This design comes from an exercise in tuning for a short achievable clock period and few clock cycles per item on the open sky130 flow, not from production work. The RTL was checked by simulation tests, not by an equivalence proof against the original design. Power figures rest on the tool's default switching activity, not on a simulated workload.

== job 9691 ==
// yay0_dec
module yay0_dec (
    input  wire        clk,
    input  wire        rst,         
    input  wire        start,       
    input  wire [31:0] base,        
    input  wire [31:0] in_len,      
    input  wire [31:0] out_cap,     
    output wire        busy,
    output wire        done,        
    output wire [3:0]  err,         
    output wire [31:0] size,        
    output reg         in_re,
    output reg  [31:0] in_addr,
    input  wire [7:0]  in_rdata,
    output reg         out_we,
    output reg  [31:0] out_waddr,
    output reg  [7:0]  out_wdata,
    output reg         out_re,
    output reg  [31:0] out_raddr,
    input  wire [7:0]  out_rdata
);
For scale: ~1,100 flip-flops, ~0.050 sq mm of cells after synthesis.
make LEC_CHECK=0 CAP_MARGIN=20 CORE_MARGIN=2 CORE_UTILIZATION=60 CTS_CLUSTER_DIAMETER=100 CTS_CLUSTER_SIZE=20 SETUP_SLACK_MARGIN=5 SLEW_MARGIN=20 finish   # period 8.0 ns
run.sh (not shown) runs the stock make flow with config.mk's settings and CLKGATE_MAP_FILE= SYNTH_SCRIPT=/design/flow/synth_recipe.tcl, a recipe that flattens the netlist after the stock synthesis.
Testbench counts of job 9691, summed over its fixed seeds: cycles 236,650, bytes 233,110.
Modified inputs, job 3381 compared to job 9691
==> flow/flow/run.sh (new file) <==
#!/bin/bash
# The standard layout (standard.sh: the standard synthesis, floorplan,
# placement, CTS and routing, unchanged), with two repair settings changed:
#  - the I/O port buffers are inserted as buf_4 cells rather than the
#    resizer's default pick, a slow delay cell;
set -euo pipefail
export BUFFER_PORTS_ARGS="-buffer_cell sky130_fd_sc_hd__buf_4"
export SETUP_SLACK_MARGIN=5.4
bash standard.sh > standard.log 2>&1
==> flow/standard.sh (new file) <==
#!/bin/bash
# synth_recipe.tcl (not shown) runs the flow's synth.tcl, then flattens the netlist and writes it again
# the make line also repeats each setting of config.mk as NAME=value (left out here)
make -C /OpenROAD-flow-scripts/flow DESIGN_CONFIG=/design/flow/config.mk WORK_HOME=/design/flow/orfs CLKGATE_MAP_FILE= SYNTH_SCRIPT=/design/flow/synth_recipe.tcl "${@:-finish}"
--- a/flow/config.mk
+++ b/flow/config.mk
@@ -12,3 +12,2 @@
 export CTS_CLUSTER_SIZE = 20
-export SETUP_SLACK_MARGIN = 5
 export SLEW_MARGIN = 20
removed: flow/run.sh
--- outcome ---
Job 3381 went all the way through the flow, and no timing, DRC or antenna check failed. Row final clock period utilization by the worst path: job 3381 higher / job 9691 lower. Routed wire length in job 3381 is about 6.6% higher than in job 9691. Combinational power: job 3381 higher than job 9691. When the final numbers for job 9691 and job 3381 were put side by side, the portion of total power attributed to combinational logic turned out to be smaller in job 9691. Summary — number of antenna repair diodes, job 3381 relative to job 9691: lower, by 2.

---

Setup of try-delta:
yay0_dec, a different RTL version from the one above (not shown whole).
Size: roughly 4100 cells after synthesis, ~1100 flip-flops, ~260 I/O pins, ~51000 sq um of cells after synthesis.
==> flow/config.mk <==
export PLATFORM = sky130hd
export DESIGN_NAME = yay0_dec
export DESIGN_NICKNAME = yay0_dec
export VERILOG_FILES = /design/flow/design.v
export SDC_FILE = /design/flow/constraint.sdc
export NUM_CORES = 4
export LEC_CHECK = 0
export CAP_MARGIN = 20
export CORE_MARGIN = 2
export CORE_UTILIZATION = 60
export CTS_CLUSTER_DIAMETER = 100
export CTS_CLUSTER_SIZE = 20
export SLEW_MARGIN = 20
==> flow/constraint.sdc <==
create_clock -name core_clock -period 8.0 [get_ports {clk}]
set_input_delay 1.6000 -clock core_clock [delete_from_list [all_inputs] [get_ports {clk}]]
set_output_delay 1.6000 -clock core_clock [all_outputs]
set_load 0.01 [all_outputs]
standard.sh (not shown) runs the stock make flow with config.mk's settings and CLKGATE_MAP_FILE= SYNTH_SCRIPT=/design/flow/synth_recipe.tcl, a recipe that flattens the netlist after the stock synthesis.
==> flow/flow/run.sh <==
#!/bin/bash
# The standard layout (standard.sh: the standard synthesis, floorplan,
# placement, CTS and routing, unchanged), with two repair settings changed:
#  - the I/O port buffers are inserted as buf_4 cells rather than the
#    resizer's default pick, a slow delay cell;
set -euo pipefail
export BUFFER_PORTS_ARGS="-buffer_cell sky130_fd_sc_hd__buf_4"
export SETUP_SLACK_MARGIN=5.6
bash standard.sh > standard.log 2>&1
try-delta completed every stage of the flow, and the final layout passed the timing, design-rule and antenna checks.
Testbench counts of try-delta, summed over its fixed seeds: cycles 236,658, bytes 233,110.
Input-level comparison between try-juniper and try-delta:
-- flow/flow/run.sh --
<<< try-delta, line 7
export BUFFER_PORTS_ARGS="-buffer_cell sky130_fd_sc_hd__buf_4"
export SETUP_SLACK_MARGIN=5.6
bash standard.sh > standard.log 2>&1
>>> try-juniper, line 7
export BUFFER_PORTS_ARGS="-buffer_cell sky130_fd_sc_hd__buf_4"
export SETUP_SLACK_MARGIN=5.4
bash standard.sh > standard.log 2>&1
==> summary.txt <==
Taking try-delta as the reference, in try-juniper first-iteration DRC count -98; post-route DRC violation count saw little to no change.
try-juniper gives less global-route met2 utilization than try-delta did.
The run showing the greater count of clock-buffer cells in the layout is try-juniper.
Changes observed in try-juniper relative to try-delta: final total power -1.3%, clock-cell share of area +0.27 points.

---

yay0_dec, a different RTL version from the one above (not shown whole).
Size in the first run: about 4,000 cells after synthesis, ~1,100 flip-flops, roughly 260 I/O pins, ~50,000 µm² of cells after synthesis.
clock: 8.0 ns
lec_check: 0
cap_margin: 20
core_margin: 2
core_utilization: 60
cts_cluster_diameter: 100
cts_cluster_size: 20
slew_margin: 20
==> flow/flow/run.sh <==
#!/bin/bash
# The standard layout (standard.sh: the standard synthesis, floorplan,
# placement, CTS and routing, unchanged), with two repair settings changed:
#  - the I/O port buffers are inserted as buf_4 cells rather than the
#    resizer's default pick, a slow delay cell;
set -euo pipefail
export BUFFER_PORTS_ARGS="-buffer_cell sky130_fd_sc_hd__buf_4"
export SETUP_SLACK_MARGIN=5.4
bash standard.sh > standard.log 2>&1
Testbench counts at the start, summed over its fixed seeds: cycles 236,650, bytes 233,110.
Rerun with:
==> flow/run.sh (new file) <==
#!/bin/bash
# synth_recipe.tcl (not shown) runs the flow's synth.tcl, then flattens the netlist and writes it again
# the make line also repeats each setting of config.mk as NAME=value (left out here)
make -C /OpenROAD-flow-scripts/flow DESIGN_CONFIG=/design/flow/config.mk WORK_HOME=/design/flow/orfs CLKGATE_MAP_FILE= SYNTH_SCRIPT=/design/flow/synth_recipe.tcl finish
- SETUP_SLACK_MARGIN: default -> 5
removed: flow/flow/run.sh
removed: flow/standard.sh
The changed run passed the timing, design-rule and antenna checks; critical path depth is unchanged; design area shrinks by a little under a tenth; flip-flop and latch count is unchanged; power went down by a few percent; worst setup slack is worse by 0.20 ns; synthesized area stays the same.

-- static timing again, ports no longer ideal --
The flow's constraints put no driver on any port. The routed layouts listed below were extracted and timed again, unchanged, in two steps.
Step 1: set_driving_cell puts a clkbuf_16 on clk and a buf_2 on each other input, an assumption about the parent block.
Step 2 also shifts input and output timing later by t, the mid clock arrival at the registers, as if the neighbouring blocks saw the same clock.
Three values: ideal, step 1, step 2; two values: the first two.
| run | shift t [ns] | setup slack, ns | worst setup path after step 2 | worst register clock-pin slew, ns | pins driven straight from the clock port |
|---|---|---|---|---|---|
| job 9691 | 0.734 | 5.050 / 4.979 / 4.378 | input to register | 0.10 / 0.10 | 1 |
| job 3381 | 0.743 | 4.989 / 4.989 / 4.646 | input to register | 0.09 / 0.09 | 1 |
| try-delta | 0.711 | 5.240 / 5.172 / 4.566 | input to register | 0.10 / 0.10 | 1 |
| try-juniper | 0.716 | 5.231 / 5.163 / 4.535 | input to register | 0.10 / 0.10 | 1 |
| the first run of note 3 | 0.740 | 5.231 / 5.164 / 4.671 | input to register | 0.10 / 0.10 | 1 |
| the second run of note 3 | 0.742 | 5.032 / 4.962 / 4.358 | input to register | 0.10 / 0.10 | 1 |
After both steps setup and hold are still met in every run listed. For try-juniper, which loses most, drivers alone change the setup slack by -0.068 ns; drivers and shift together by -0.696 ns.
